What follows belongs to an exercise in optimizing a design on an open flow for small area, a short achievable clock period and few clock cycles; a production flow would make more cautious choices.
RTL that was checked went through simulation tests only; none was proved equivalent to the original.

==> job 253 <==
Design dshot_core, start of the top module:
module dshot_core (
  input  wire         clk,
  input  wire         rst,
  input  wire         cmd_valid,
  output wire         cmd_ready,
  input  wire [39:0]  cmd,
  output reg          rdata_valid,
  output reg  [31:0]  rdata,
  output reg          ev_valid,
  output reg  [146:0] ev
);
==> flow/config.mk <==
export PLATFORM = sky130hd
export DESIGN_NAME = dshot_core
export DESIGN_NICKNAME = dshot_core
export VERILOG_FILES = /design/flow/design.v
export SDC_FILE = /design/flow/constraint.sdc
export NUM_CORES = 4
export LEC_CHECK = 0
export CAP_MARGIN = 20
export CORE_MARGIN = 2
export CORE_UTILIZATION = 60
export PLACE_DENSITY = 0.7
export SLEW_MARGIN = 20
==> flow/constraint.sdc <==
create_clock -name core_clock -period 14.0 [get_ports {clk}]
set_input_delay 2.8000 -clock core_clock [delete_from_list [all_inputs] [get_ports {clk}]]
set_output_delay 2.8000 -clock core_clock [all_outputs]
set_load 0.01 [all_outputs]
standard.sh (not shown) runs the stock make flow with config.mk's settings and CLKGATE_MAP_FILE= SYNTH_SCRIPT=/design/flow/synth_recipe.tcl, a recipe that flattens the netlist after the stock synthesis.
==> flow/flow/run.sh <==
#!/bin/bash
# Standard ORFS layout, with timing repair aiming well below the clock period.
bash standard.sh SETUP_SLACK_MARGIN=10 TNS_END_PERCENT=100 finish > standard.log 2>&1
==> job 3080: changes against job 253 <==
==> flow/design.v (replaced) <==
module dshot_core (
  input  wire         clk,
  input  wire         rst,
  input  wire         cmd_valid,
  output wire         cmd_ready,
  input  wire [39:0]  cmd,
  output reg          rdata_valid,
  output reg  [31:0]  rdata,
  output reg          ev_valid,
  output reg  [146:0] ev
);
  localparam [3:0] OP_CFGW   = 4'h1;
  localparam [3:0] OP_CFGR   = 4'h2;
  localparam [3:0] OP_START  = 4'h3;
  localparam [3:0] OP_SAMPLE = 4'h4;
  localparam [3:0] OP_END    = 4'h5;
  localparam [1:0] RUN_IDLE      = 2'b00;
  localparam [1:0] RUN_RUNNING   = 2'b01;
  localparam [1:0] RUN_FAULTED   = 2'b10;
  localparam [1:0] RUN_EXHAUSTED = 2'b11;
  localparam [1:0] BX_IDLE    = 2'b00;
  localparam [1:0] BX_STARTED = 2'b01;
  localparam [1:0] BX_BOUNDED = 2'b10;
  localparam [19:0] DIV5 = 20'd390625;    
  reg         ctrl_bidir;
  reg  [1:0]  ctrl_rate;
  reg  [31:0] samplerate;
  reg         sr_set;       
  reg  [63:0] idxbase;
  reg         base_lo_set, base_hi_set;
  reg  [1:0]  run;
  reg  [1:0]  fault;
  reg  [14:0] period;       
  reg         pt_set;       
  reg         rdy;
  reg         q_cfgr, q_start, q_sample, q_end;
  reg  [6:0]  q_rsel;       
  reg         q_s;
  reg         prev_valid;
  reg         prev;
  reg  [1:0]  iq;           
  reg  [14:0] ir;
  reg  [63:0] idx;
  reg  [1:0]  bx;
  reg  [63:0] pc_start;
  reg         ps_load;      
  reg  [1:0]  dq;           
  reg  [14:0] dr;
  reg         dlong;        
  reg  [14:0] kcnt;         
  reg         k_done;
  reg         ln_load;      
  reg  [15:0] shift;
  reg  [4:0]  bcnt;
  reg  [63:0] first_start;
  reg  [63:0] nib_start;
  reg  [63:0] last_next;    
  reg         e_bit;        
  reg         e_fin;        
  reg         e_l16;        
  reg         e_bidir;      
  reg         e_2;          
  reg         e_3;          
  reg         e_4;          
  reg         dv;
  reg         sr_nz;        
  wire [3:0]  op   = cmd[39:36];
  wire [3:0]  addr = cmd[35:32];
  wire [31:0] data = cmd[31:0];
  assign cmd_ready = rdy;
  wire accept  = cmd_valid && rdy;
  wire running = (run == RUN_RUNNING);
  wire run_after = running && !q_end;
  wire cfgw_ok = accept && (op == OP_CFGW) && !run_after;
  wire        smp     = q_sample && running;
  wire        ref_smp = smp && !prev_valid;
  wire        act_smp = smp && prev_valid;
  wire [63:0] inc_c;
  wire [8:0]  inc_bc;
  assign inc_bc[0] = 1'b1;
  genvar gb, gi;
  generate
    for (gb = 0; gb < 8; gb = gb + 1) begin : g_inc
      wire [8:0] ic;
      assign ic[0] = 1'b1;
      assign inc_bc[gb+1] = inc_bc[gb] & (&idx[8*gb+7:8*gb]);
      for (gi = 0; gi < 8; gi = gi + 1) begin : g_bit
        assign ic[gi+1] = ic[gi] & idx[8*gb+gi];
        assign inc_c[8*gb+gi] = inc_bc[gb] & ic[gi];
      end
    end
  endgenerate
  wire [63:0] smp_idx = idx ^ inc_c;
  wire [14:0] ir_n    = ir + 15'd1;
  wire        ir_top  = (ir == period);
  wire        edge_d  = prev ^ q_s;
  wire        tmo     = !edge_d && (iq == 2'd2) && ir_top;
  wire        e_start = edge_d && (q_s ^ ctrl_bidir);
  wire        e_end   = edge_d && !(q_s ^ ctrl_bidir);
  wire [14:0] kcnt_n  = kcnt + 15'd1;
  wire        bounded  = (bx == BX_BOUNDED);
  wire        do_next  = act_smp && bounded && e_start;
  wire        do_final = act_smp && bounded && tmo;
  wire        do_bit   = do_next || do_final;
  wire        val_next  = dlong || ({dq, dr} > {iq, ir});
  wire        val_final = dlong || (dq != 2'd0) || ({dr, 1'b0} > {1'b0, period});
  wire        bit_val   = do_final ? val_final : val_next;
  wire [4:0]  bcnt_n  = (bcnt == 5'd31) ? 5'd31 : bcnt + 5'd1;
  wire [15:0] shift_n = {shift[14:0], bit_val};
  function [3:0] fold_exp(input [15:0] f, input bidir);
    fold_exp = (f[15:12] ^ f[11:8] ^ f[7:4]) ^ {4{bidir}};
  endfunction
  wire        bad_n   = (fold_exp(shift_n, ctrl_bidir) != shift_n[3:0]);
  wire        bad_now = (fold_exp(shift, e_bidir) != shift[3:0]);
  reg [9:0] rate_m;
  always @(*) begin
    case (ctrl_rate)
      2'b00:   rate_m = 10'd667;
      2'b01:   rate_m = 10'd333;
      2'b10:   rate_m = 10'd167;
      default: rate_m = 10'd83;
    endcase
  end
  wire [41:0] w        = pc_start[41:0];
  wire [6:0]  dv_cnt   = ir[6:0];                     
  wire        dv_mul   = (dv_cnt[6:5] == 2'b00);        
  wire        dv_div   = (dv_cnt[6:5] == 2'b01) && (dv_cnt[4:0] < 5'd15);    
  wire        dv_last  = (dv_cnt == 7'd47);             
  wire [10:0] mul_sum  = {1'b0, w[41:32]} + (w[0] ? {1'b0, rate_m} : 11'd0);
  wire [19:0] div_tr   = {w[41:23], w[22]};
  wire [20:0] div_df   = {1'b0, div_tr} - {1'b0, DIV5};
  wire        div_ge   = !div_df[20];
  wire [18:0] div_r    = div_ge ? div_df[18:0] : div_tr[18:0];
  wire [14:0] n_res    = w[22:8];
  wire [31:0] status_word = {17'd0, bcnt, bx, 2'b00, fault, 2'b00, run};
  wire [16:0] timeout_v = {1'b0, period, 1'b0} + {2'd0, period};
  wire        n_bit = do_bit;
  wire        n_2   = e_bit && e_fin;
  wire        n_3   = e_2 && e_l16;
  wire        n_4   = e_3 && bad_now;
  wire        is_cmd = (shift[15:5] < 11'd48);
  reg  [18:0] ev_lo;
  always @(*) begin
    if (n_bit)
      ev_lo = {3'd0, 15'd0, bit_val};
    else if (n_2 && e_l16)
      ev_lo = {(is_cmd ? 3'd1 : 3'd2), 5'd0, shift[15:5]};
    else if (n_2)
      ev_lo = {3'd4, 16'd1};
    else if (n_3)
      ev_lo = {3'd3, 8'd0, fold_exp(shift, e_bidir), shift[3:0]};
    else
      ev_lo = {3'd4, 16'd2};
  end
  always @(posedge clk) begin
    rdata <= ({32{q_rsel[0]}} & {29'd0, ctrl_rate, ctrl_bidir})
           | ({32{q_rsel[1]}} & samplerate)
           | ({32{q_rsel[2]}} & status_word)
           | ({32{q_rsel[3]}} & {17'd0, period})
           | ({32{q_rsel[4]}} & {15'd0, timeout_v})
           | ({32{q_rsel[5]}} & idxbase[31:0])
           | ({32{q_rsel[6]}} & idxbase[63:32]);
    ev[146:83] <= ({64{n_bit}} & pc_start) | ({64{n_2}} & first_start)
                | ({64{n_3 || n_4}} & nib_start);
    ev[82:19]  <= ({64{do_next}} & smp_idx) | ({64{n_2 && e_l16}} & nib_start)
                | ({64{do_final || (n_2 && !e_l16) || n_3 || n_4}} & last_next);
    ev[18:0]   <= ev_lo;
    if (rst) begin
      rdata_valid <= 1'b0;
      ev_valid    <= 1'b0;
    end else begin
      rdata_valid <= q_cfgr;
      ev_valid    <= n_bit || n_2 || n_3 || n_4;
    end
  end
  always @(posedge clk) begin
    if (rst) begin
      ctrl_bidir  <= 1'b0;
      ctrl_rate   <= 2'b00;
      sr_set      <= 1'b0;
      base_lo_set <= 1'b0;
      base_hi_set <= 1'b0;
      run         <= RUN_IDLE;
      fault       <= 2'd0;
      pt_set      <= 1'b0;
      rdy         <= 1'b1;
      q_cfgr      <= 1'b0;
      q_rsel      <= 7'd0;
      q_start     <= 1'b0;
      q_sample    <= 1'b0;
      q_end       <= 1'b0;
      prev_valid  <= 1'b0;
      prev        <= 1'b0;
      iq          <= 2'd0;
      ir          <= 15'd0;
      bx          <= BX_IDLE;
      ps_load     <= 1'b0;
      dlong       <= 1'b0;
      k_done      <= 1'b1;
      ln_load     <= 1'b0;
      bcnt        <= 5'd0;
      e_bit       <= 1'b0;
      e_2         <= 1'b0;
      e_3         <= 1'b0;
      e_4         <= 1'b0;
      dv          <= 1'b0;
    end else begin
      q_cfgr   <= accept && (op == OP_CFGR);
      q_start  <= accept && (op == OP_START);
      q_sample <= accept && (op == OP_SAMPLE);
      q_end    <= accept && (op == OP_END);
      q_rsel[0] <= accept && (op == OP_CFGR) && (addr == 4'h0);
      q_rsel[1] <= accept && (op == OP_CFGR) && (addr == 4'h1) && sr_set;
      q_rsel[2] <= accept && (op == OP_CFGR) && (addr == 4'h2);
      q_rsel[3] <= accept && (op == OP_CFGR) && (addr == 4'h3) && pt_set;
      q_rsel[4] <= accept && (op == OP_CFGR) && (addr == 4'h4) && pt_set;
      q_rsel[5] <= accept && (op == OP_CFGR) && (addr == 4'h5) && base_lo_set;
      q_rsel[6] <= accept && (op == OP_CFGR) && (addr == 4'h6) && base_hi_set;
      q_s      <= data[0];
      if (cfgw_ok) begin
        case (addr)
          4'h0: begin ctrl_bidir <= data[0]; ctrl_rate <= data[2:1]; end
          4'h1: begin samplerate <= data; sr_set <= 1'b1; end
          4'h5: begin idxbase[31:0] <= data; base_lo_set <= 1'b1; end
          4'h6: begin idxbase[63:32] <= data; base_hi_set <= 1'b1; end
          default: ;
        endcase
      end
      rdy <= 1'b1;
      if (accept && (op == OP_START)) rdy <= 1'b0;
      if (q_end && running) run <= RUN_EXHAUSTED;
      ps_load <= 1'b0;
      ln_load <= 1'b0;
      if (ps_load) pc_start <= idx;
      if (ln_load) last_next <= idx;
      if (q_start && !running) begin
        prev_valid <= 1'b0;
        prev       <= 1'b0;
        ir         <= 15'd0;
        bx         <= BX_IDLE;
        dlong      <= 1'b0;
        k_done     <= 1'b1;
        bcnt       <= 5'd0;
        if (!sr_set) begin
          pt_set <= 1'b0;
          fault  <= 2'd1;
          run    <= RUN_FAULTED;
        end else begin
          pc_start[41:0] <= {10'd0, samplerate};
          sr_nz  <= 1'b0;
          dv     <= 1'b1;
          rdy    <= 1'b0;
        end
      end
      if (dv) begin
        rdy    <= dv_last;
        ir     <= ir_n;
        if (dv_mul) begin
          pc_start[41:0] <= {mul_sum, w[31:1]};
          sr_nz <= sr_nz | w[0];
        end
        if (dv_div) begin
          pc_start[41:23] <= div_r;
          pc_start[22:8]  <= {w[21:8], div_ge};
        end
        if (dv_last) begin
          dv     <= 1'b0;
          period <= n_res;
          if (!sr_nz) begin
            pt_set <= 1'b0;
            fault  <= 2'd1;
            run    <= RUN_FAULTED;
          end else if (n_res == 15'd0) begin
            pt_set <= 1'b0;
            fault  <= 2'd2;
            run    <= RUN_FAULTED;
          end else begin
            pt_set <= 1'b1;
            fault  <= 2'd0;
            run    <= RUN_RUNNING;
          end
        end
      end
      if (ref_smp) begin
        prev_valid <= 1'b1;
        prev       <= q_s;
        idx        <= {base_hi_set ? idxbase[63:32] : 32'd0, base_lo_set ? idxbase[31:0] : 32'd0};
        iq         <= 2'd0;
        ir         <= 15'd1;
      end else if (act_smp) begin
        prev <= q_s;
        idx  <= smp_idx;
        if (edge_d || tmo) begin
          iq <= 2'd0;
          ir <= 15'd1;
        end else if (ir_top) begin
          iq <= iq + 2'd1;
          ir <= 15'd1;
        end else begin
          ir <= ir_n;
        end
        if (!k_done) begin
          kcnt <= kcnt_n;
          if (kcnt == period) begin
            k_done  <= 1'b1;
            ln_load <= 1'b1;
          end
        end
        case (bx)
          BX_IDLE: begin
            if (e_start) begin
              bx      <= BX_STARTED;
              ps_load <= 1'b1;
              dlong   <= 1'b0;
              kcnt    <= 15'd1;
              k_done  <= 1'b0;
            end
          end
          BX_STARTED: begin
            if (e_end) begin
              bx   <= BX_BOUNDED;
              dq   <= iq;
              dr   <= ir;
            end else if (tmo) begin
              dlong <= 1'b1;
            end
          end
          BX_BOUNDED: begin
            if (e_start) begin
              bx      <= BX_STARTED;
              ps_load <= 1'b1;
              dlong   <= 1'b0;
              kcnt    <= 15'd1;
              k_done  <= 1'b0;
              ln_load <= 1'b0;
            end else if (tmo) begin
              bx <= BX_IDLE;
            end
          end
          default: ;
        endcase
      end
      if (do_bit) begin
        shift <= shift_n;
        bcnt  <= do_final ? 5'd0 : bcnt_n;
        if (bcnt == 5'd0)  first_start <= pc_start;
        if (bcnt == 5'd12) nib_start   <= pc_start;
        if (do_final && (bcnt_n == 5'd16) && bad_n) rdy <= 1'b0;
      end
      e_bit <= do_bit;
      e_fin <= do_final;
      if (do_final) begin
        e_l16   <= (bcnt_n == 5'd16);
        e_bidir <= ctrl_bidir;
      end
      e_2 <= e_bit && e_fin;
      e_3 <= e_2 && e_l16;
      e_4 <= e_3 && bad_now;
    end
  end
endmodule
Settings changed: CORE_UTILIZATION 60 to 45, PLACE_DENSITY 0.7 to 0.65.
==> flow_summary.toml <==
[setup_path]
crit_buf_inv = 5
max_stage_delay_ns = 0.27

[sta]
period_share = 0.287

[logic_synthesis]
yosys.area_share.simple = 0.109

[finish]
finalNonFillerCells = 3673

[status]
status = "finished clean"
the above is filed under job 3080

==> flow_summary.toml <==
[status]
status = "finished clean"

[logic_synthesis]
yosys.area_share.simple = 0.118

[setup_path]
max_stage_delay_ns = 0.71
crit_buf_inv = 1

[sta]
period_share = 0.364

[finish]
finalNonFillerCells = 3434
the above is filed under job 253

Testbench counts of job 3080, summed over its fixed seeds: cycles 40,723.
Only the layout flow was run in job 253; the RTL was not checked for function there.

## separate check: timing with driven ports
In the flow no input, the clock included, has a driving cell. The finished layouts below were timed again as built, in two steps.
Step 1, drivers: a clkbuf_16 drives clk and a buf_2 each remaining input, both assumed.
Step 2, shift: input delay + t, output delay - t, t = (earliest + latest rising clock arrival at the registers) / 2. This alone moves slack from input paths to output paths.
a / b / c = ideal ports / drivers / drivers and shift; a / b = the first two.
run	t (ns)	setup WS [ns]	worst hold slack (ns)	clock arrival spread, ns	worst data-port slew with drivers (ns)
job 253	0.689	8.898 / 8.836 / 9.205	0.481 / 0.481 / 0.481	0.023 / 0.023	0.13
job 3080	0.689	9.985 / 9.966 / 9.345	0.450 / 0.450 / 0.450	0.027 / 0.027	0.05
After both steps every run listed still meets setup and hold. For job 3080, which loses most, drivers alone change the setup slack by -0.019 ns; drivers and shift together by -0.640 ns.
